Background: an optimization exercise with open tools, aiming at small area, a short achievable clock period and few clock cycles per item. Do not read the settings as production practice. Only the layout flow was run in this run; the RTL was not checked for function there. Power figures rest on the tool's default switching activity, not on a simulated workload.

==> design.v <==
module fastpfor_planner (
    input  wire         clk,
    input  wire         rst,
    input  wire         in_valid,
    output wire         in_ready,
    input  wire [127:0] in_data,
    output wire         out_valid,
    input  wire         out_ready,
    output wire [5:0]   out_bw,
    output wire [7:0]   out_cex,
    output wire [5:0]   out_maxb
);
    function [5:0] bitlen;
        input [31:0] v;
        integer i;
        begin
            bitlen = 6'd0;
            for (i = 0; i < 32; i = i + 1)
                if (v[i]) bitlen = i[5:0] + 6'd1;
        end
    endfunction
    function [14:0] add15;
        input [14:0] a, b;
        input        ci;
        reg [15:0] g, p, gg, pp, g2, p2;
        integer i, s;
        begin
            g = {a & b, ci};
            p = {a ^ b, 1'b0};
            gg = g;
            pp = p;
            for (s = 1; s < 16; s = s * 2) begin
                g2 = gg;
                p2 = pp;
                for (i = 0; i < 16; i = i + 1)
                    if ((i / s) % 2 == 1) begin
                        g2[i] = gg[i] | (pp[i] & gg[(i / s) * s - 1]);
                        p2[i] = pp[i] & pp[(i / s) * s - 1];
                    end
                gg = g2;
                pp = p2;
            end
            add15 = p[15:1] ^ gg[14:0];
        end
    endfunction
    localparam S_ACC  = 2'd0;
    localparam S_FIN  = 2'd1;
    localparam S_READ = 2'd2;
    reg [1:0]  state;
    reg        first;      
    reg        clr;        
    reg        rdy;        
    reg [5:0]  abeat;      
    reg [5:0]  fw;         
    reg [4:0]  sb;         
    reg [4:0]  slo;        
    reg [5:0]  sm;         
    reg        ov;
    reg [5:0]  maxb;
    reg [5:0]  bestb;
    reg [7:0]  bestc;
    assign in_ready  = rdy;
    assign out_valid = ov;
    assign out_bw    = bestb;
    assign out_cex   = bestc;
    assign out_maxb  = maxb;
    reg [23:0] bl;         
    reg        bv;         
    reg        blast;      
    wire offer = in_valid && rdy;
    wire take  = offer && !rst;
    always @(posedge clk) begin
        bl    <= offer ? {bitlen(in_data[127:96]), bitlen(in_data[95:64]),
                          bitlen(in_data[63:32]),  bitlen(in_data[31:0])} : 24'd0;
        blast <= take && (abeat == 6'd63);
    end
    wire [255:0] cg;
    genvar k;
    generate
        for (k = 0; k < 32; k = k + 1) begin : g_cnt
            reg  [7:0] cnt;
            wire t0 = bl[5:0]   > k;
            wire t1 = bl[11:6]  > k;
            wire t2 = bl[17:12] > k;
            wire t3 = bl[23:18] > k;
            wire [7:0] c = cnt & {8{~clr}};
            wire a0 = c[0] ^ t0 ^ t1;
            wire ca = (c[0] & t0) | (c[0] & t1) | (t0 & t1);
            wire s0 = a0 ^ t2 ^ t3;
            wire cb = (a0 & t2) | (a0 & t3) | (t2 & t3);
            wire s1 = c[1] ^ ca ^ cb;
            wire cc = (c[1] & ca) | (c[1] & cb) | (ca & cb);
            always @(posedge clk)
                cnt <= {c[7] ^ (cc & (&c[6:2])),
                        c[6] ^ (cc & (&c[5:2])),
                        c[5] ^ (cc & (&c[4:2])),
                        c[4] ^ (cc & (&c[3:2])),
                        c[3] ^ (cc & c[2]),
                        c[2] ^ cc,
                        s1, s0};
            assign cg[8*k +: 8] = cnt;
        end
    endgenerate
    always @(posedge clk)
        if (bv && clr) fw <= bl[5:0];
    reg [31:0] nz;
    reg [4:0]  hi, lo;
    reg        ge2, ge3;   
    integer j;
    always @(*) begin
        hi = 5'd0;
        lo = 5'd0;
        for (j = 0; j < 32; j = j + 1) begin
            nz[j] = |cg[8*j +: 8];
            if (nz[j]) hi = j[4:0];
        end
        for (j = 31; j >= 0; j = j - 1)
            if (nz[j]) lo = j[4:0];
        ge2 = 1'b0;
        ge3 = 1'b0;
        for (j = 0; j < 31; j = j + 1)
            ge2 = ge2 | (nz[j] & nz[j+1]);
        for (j = 0; j < 30; j = j + 1)
            ge3 = ge3 | (nz[j] & nz[j+1] & nz[j+2]);
    end
    wire any   = |nz;
    wire start = (state == S_FIN) && !ov;
    wire [4:0] rem   = sb - slo;                
    wire       rdlast = (state == S_READ) && (rem == 5'd0);
    reg        rv, rl;
    reg [7:0]  rc;
    reg [5:0]  rm;
    reg [4:0]  rb;
    reg        mv, ml;
    reg [7:0]  mc;
    reg [4:0]  mb;
    reg [14:0] ms, mk;
    reg [13:0] bestcost;   
    reg [14:0] pp0, pp1, pp2, pp3, pp4, pp5, pb;
    reg [14:0] s1a, c1a, s1b, c1b, s2, c2, s3, c3, s4, c4;
    always @(*) begin
        pp0 = {7'd0, rc & {8{rm[0]}}};
        pp1 = {6'd0, rc & {8{rm[1]}}, 1'b0};
        pp2 = {5'd0, rc & {8{rm[2]}}, 2'b0};
        pp3 = {4'd0, rc & {8{rm[3]}}, 3'b0};
        pp4 = {3'd0, rc & {8{rm[4]}}, 4'b0};
        pp5 = {2'd0, rc & {8{rm[5]}}, 5'b0};
        pb  = {2'd0, rb, 8'd0};
        s1a = pp0 ^ pp1 ^ pp2;
        c1a = {(pp0 & pp1 | pp0 & pp2 | pp1 & pp2), 1'b0};
        s1b = pp3 ^ pp4 ^ pp5;
        c1b = {(pp3 & pp4 | pp3 & pp5 | pp4 & pp5), 1'b0};
        s2  = s1a ^ c1a ^ s1b;
        c2  = {(s1a & c1a | s1a & s1b | c1a & s1b), 1'b0};
        s3  = s2 ^ c2 ^ c1b;
        c3  = {(s2 & c2 | s2 & c1b | c2 & c1b), 1'b0};
        s4  = s3 ^ c3 ^ pb;
        c4  = {(s3 & c3 | s3 & pb | c3 & pb), 1'b0};
    end
    wire [14:0] nb = ~{1'b0, bestcost};
    wire [14:0] dx = ms ^ mk ^ nb;
    wire [14:0] dy = {(ms & mk | ms & nb | mk & nb), 1'b0};
    wire [14:0] dd = add15(dx, dy, 1'b1);
    wire        lt = dd[14];
    wire [14:0] cost = add15(ms, mk, 1'b0);
    always @(posedge clk) begin
        rc <= cg[8*sb +: 8];
        rm <= sm;
        rb <= sb;
        ms <= s4;
        mk <= c4;
        mc <= rc;
        mb <= rb;
        if (state == S_READ) begin
            sb <= sb - 5'd1;
            sm <= (sm == 6'd8) ? 6'd10 : sm + 6'd1;
        end else begin
            sb  <= hi;
            slo <= lo;
            sm  <= 6'd8;
        end
        if (start) begin
            maxb     <= any ? {1'b0, hi} + 6'd1 : fw;
            bestb    <= any ? {1'b0, hi} + 6'd1 : fw;
            bestc    <= 8'd0;
            bestcost <= {{1'b0, hi} + 6'd1, 8'd0};
        end else if (mv && lt) begin
            bestcost <= cost[13:0];
            bestb    <= {1'b0, mb};
            bestc    <= mc;
        end
    end
    reg [1:0] state_n;
    reg       first_n, rdlast_n;
    always @(*) begin
        state_n = state;
        case (state)
            S_ACC:   if (blast) state_n = S_FIN;
            S_FIN:   if (start) state_n = any ? S_READ : S_ACC;
            S_READ:  if (rem == 5'd0) state_n = S_ACC;
            default: state_n = S_ACC;
        endcase
        first_n = first;
        if (bv)
            first_n = 1'b0;
        else if ((start && !any) || rdlast)
            first_n = 1'b1;
        rdlast_n = (state == S_READ) ? (rem == 5'd1) : (start && any && !ge2);
    end
    always @(posedge clk) begin
        if (rst) begin
            state <= S_ACC;
            first <= 1'b1;
            clr   <= 1'b1;
            rdy   <= 1'b1;
            abeat <= 6'd0;
            bv    <= 1'b0;
            ov    <= 1'b0;
            rv    <= 1'b0;
            rl    <= 1'b0;
            mv    <= 1'b0;
            ml    <= 1'b0;
        end else begin
            state <= state_n;
            first <= first_n;
            clr   <= rdlast_n || (state_n == S_ACC && first_n);
            if (take) abeat <= abeat + 6'd1;
            bv    <= take;
            case (state)
                S_ACC:   rdy <= !(take && abeat == 6'd63) && !blast;
                S_FIN:   rdy <= start && !ge3;
                default: rdy <= (rem <= 5'd2);
            endcase
            rv <= (state == S_READ);
            rl <= rdlast;
            mv <= rv;
            ml <= rv && rl;
            if (start && !any)
                ov <= 1'b1;
            else if (mv && ml)
                ov <= 1'b1;
            else if (out_ready)
                ov <= 1'b0;
        end
    end
endmodule
==> flow/run.sh <==
#!/bin/bash
set -euo pipefail
bash standard.sh finish \
    "SETUP_SLACK_MARGIN=${MARGIN:-8.5}" \
    "BUFFER_PORTS_ARGS=-buffer_cell sky130_fd_sc_hd__buf_2" \
    > flow_make.log 2>&1
==> standard.sh <==
#!/bin/bash
# synth_recipe.tcl (not shown) runs the flow's synth.tcl, then flattens the netlist and writes it again
# the make line also repeats each setting of config.mk as NAME=value (left out here)
make -C /OpenROAD-flow-scripts/flow DESIGN_CONFIG=/design/flow/config.mk WORK_HOME=/design/flow/orfs CLKGATE_MAP_FILE= SYNTH_SCRIPT=/design/flow/synth_recipe.tcl "${@:-finish}"
==> config.mk <==
export PLATFORM = sky130hd
export DESIGN_NAME = fastpfor_planner
export DESIGN_NICKNAME = fastpfor_planner
export VERILOG_FILES = /design/flow/design.v
export SDC_FILE = /design/flow/constraint.sdc
export NUM_CORES = 4
export LEC_CHECK = 0
export CAP_MARGIN = 20
export CORE_MARGIN = 2
export CORE_UTILIZATION = 40
export CTS_CLUSTER_DIAMETER = 100
export CTS_CLUSTER_SIZE = 25
export SLEW_MARGIN = 20
==> constraint.sdc <==
create_clock -name core_clock -period 12.0 [get_ports {clk}]
set_input_delay 2.4000 -clock core_clock [delete_from_list [all_inputs] [get_ports {clk}]]
set_output_delay 2.4000 -clock core_clock [all_outputs]
set_load 0.01 [all_outputs]
==> out/qor.csv <==
metric,value,unit
drv_cap,0,
end_kind,output port,
critPathLaunchType,flop,
avgRoutedWirePerCell,21.4,um
period_needed,3.58,ns
start_util,0.404,
netlist_instances,2433,
chipWidth,248,um
grt_max_degree,108,
hold_viol,0,
pin_count,154,
fillers,5622,
fin_crit_sh,0.299,
cts_tree,done,
tns,0,ns
min_path_cells,0,
synth_flop_cell,dfxtp_1,
grt_pass1_wl,110000,um
crit_fanout,3,
die_area,61600,um^2
dp_hpwl,54500,um
numCtsBuffers,22,
crit_path_top_delay_cell,dfxtp_4,
max_stage_delay,0.45,ns
ys_seq_area_frac,0.355,
worstPathRequired,9.60,ns
synthArstFlopShare,0,
syn-num-nets,2783,
cts_sinks,409,
final_cells,3341,
grt-ovfl-total,0,
htreeDepth,1,
final_util,0.453,
cp_cell_sequence,buf_6,
grt_pass1_vias,18877,
numPortBuffers,153,
dieHeight,248,um
fin_skew,0.0439,ns
clockBufferDepth,3,
synth.distinct_cells,69,
rsz0062_at_grt,yes,
layout_common_cells,"dfxtp_1 (360), nor2_1 (292), nand2_1 (173), buf_2 (150), fa_1 (136)",
hold_path_class,flop to flop,
ir_worst_vdd,0.111,mV
clockRootBuffer,clkbuf_16,
routed_wl,71400,um
drv_slew,0,
crit_family,flip-flops,
dpl.cell_count,3282,
max_slew_margin,0.300,
synth_area_leaders,"dfxtp_1 (32%), fa_1 (12%), mux4_2 (7.5%)",
viasPerCell,5.63,
worstMarginPinSlew,1.04,ns
power_leakage,10.7,nW
synth_seq_cells,409,
placementRows,89,
gp_congestion,1.02,
worstSetupPathType,flop to output port,
route.detailed.drc,0,
max_freq,0.279,GHz
drtIter0Drc,1369,
status,finished clean,
detail-route-antenna-nets,0,
syn_to_final_growth,12.0,%
antenna_found_initial,1,
first_pass_iters,5,
setup_violations,0,
timing.critical_path.buf_inv,1,
coreArea,59000,um^2
r2r_cells,11,
layout.nets,2906,
synth.top_cell.area_share,0.319,
postSynthAreaPerCell,9.81,um^2
grt_use_total,0.232,
yosys.area.top_type,dfxtp_1,
drive_gt1_frac,0.157,
yosysWarnings,1,
path_depth,1,
placed_area,25400,um^2
clkTransAtPathRegs,0.11,ns
diodes,0,
synth_edf_count,29,
netlist_area,23900,um^2
final_area,26700,um^2
layout_commonest_cell,dfxtp_1,
power_density,143,nW/um^2
crit_arrival,1.18,ns
holdBufCountCts,0,
clkLatencyLatePin,0.59,ns
vias,18809,
==> layer usage <==
metal	track usage	up-vias	part of all wire
li1	-	8677	-
met1	0.312	9279	0.43
met2	0.373	711	0.46
met3	0.0395	142	0.072
met4	0.0900	0	0.045
met5	0	-	0
==> layout make-up <==
cell class	instances	area, um^2	area share
flip-flops and latches	409	8520	0.319
clock buffers	26	586	0.0219
inverters	121	454	0.0170
well taps	773	967	0.0362
clock inverters	10	124	0.00463
repair buffers	186	1160	0.0436
multi-input cells	1816	14900	0.558
==> synth_stat cells (30+ instances only) <==
cell,count
nand2_1,175
a21o_1,34
inv_1,121
nor2b_1,107
nor2_1,299
nor3b_1,33
mux4_2,79
and2_1,56
clkbuf_1,71
nand4_1,49
o21ai_0,86
nand3_1,52
dfxtp_1,380
xor2_1,106
xnor2_1,74
ha_1,80
fa_1,138
nand2b_1,52
o21bai_1,30
nor4_1,64
a21oi_1,71
==> repair_timing <==
| item | in CTS | in global routing |
|---|---|---|
| setup endpoints to repair | 217 | 68 |
| resized for setup | 43 | 47 |
| setup buffers | 11 | 10 |
| pin swaps | 5 | 5 |
| cloned | 2 | 0 |
==> metrics by stage <==
stage	total power, mW	setup slack [ns]	hold slack, ns
final	3.83	8.42	0.359
after global routing	4.02	8.40	0.358
after CTS	3.78	8.41	0.361
after detailed placement	2.87	7.91	0.351
after global placement	2.85	7.96	0.347
after floorplan	2.44	8.46	0.329
==> where the power goes <==
group	switching (mW)	internal [mW]	total (mW)
clock network	0.495	0.384	0.878
registers	0.201	1.53	1.73
logic	0.701	0.521	1.22
total	1.40	2.43	3.83
==> final timing paths <==
| path | slack [ns] | startpoint | endpoint |
|---|---|---|---|
| hold reg to reg | 0.36 | rb[4] | mb[4] |
| hold / removal | 0.36 | rb[4] | mb[4] |
| setup / recovery | 8.42 | rdy | in_ready |
| setup reg to reg | 8.52 | g_cnt[18].cnt[1] | bestb[2] |
==> sequential cells by signal, indices dropped and copies added (netlist names), 2 cells and up <==
name       count
rb             5
bl            24
mb             5
mc             8
maxb           6
ms            14
g_cnt.cnt    256
mk             9
rm             6
state          2
abeat          6
bestcost      14
bestb          6
rc             8
sb             5
fw             6
bestc          8
sm             6
slo            5
==> kinds of logic (layout without fill, tap and decap cells) <==
| kind of cell | count (synthesis) | count (layout) | share of synthesized area |
|---|---|---|---|
| AND/OR/NAND/NOR | 985 | 985 | 0.211 |
| adder cells (fa/ha/maj) | 218 | 218 | 0.158 |
| XOR/XNOR | 180 | 180 | 0.0661 |
| buffers and inverters | 208 | 343 | 0.0330 |
| AO/OA/AOI/OAI | 324 | 324 | 0.0878 |
| flip-flops | 409 | 409 | 0.355 |
| multiplexers | 109 | 109 | 0.0888 |

[separate check: timing with driven ports]
Ports are ideal in the flow. The routed layout listed here was re-timed in OpenROAD. Step 1, drivers: a clkbuf_16 drives clk and a buf_2 each remaining input, both assumed. Step 2 moves the port delays by t, midway between the first and last clock arrival at a register: inputs arrive t later, outputs are due t later. That takes back most of the time a late clock gives input paths. a / b / c = no drivers / after step 1 / after step 2; a / b = the first two.
t (ns): 0.627
setup slack, ns: 8.418 / 8.362 / 8.061
worst setup path at the end: input to register
slew at the worst register clock pin (ns): 0.11 / 0.11
pins driven straight from the clock port: 1
After both steps this run still meets setup and hold. For this run, drivers alone change the setup slack by -0.056 ns; drivers and shift together by -0.357 ns.
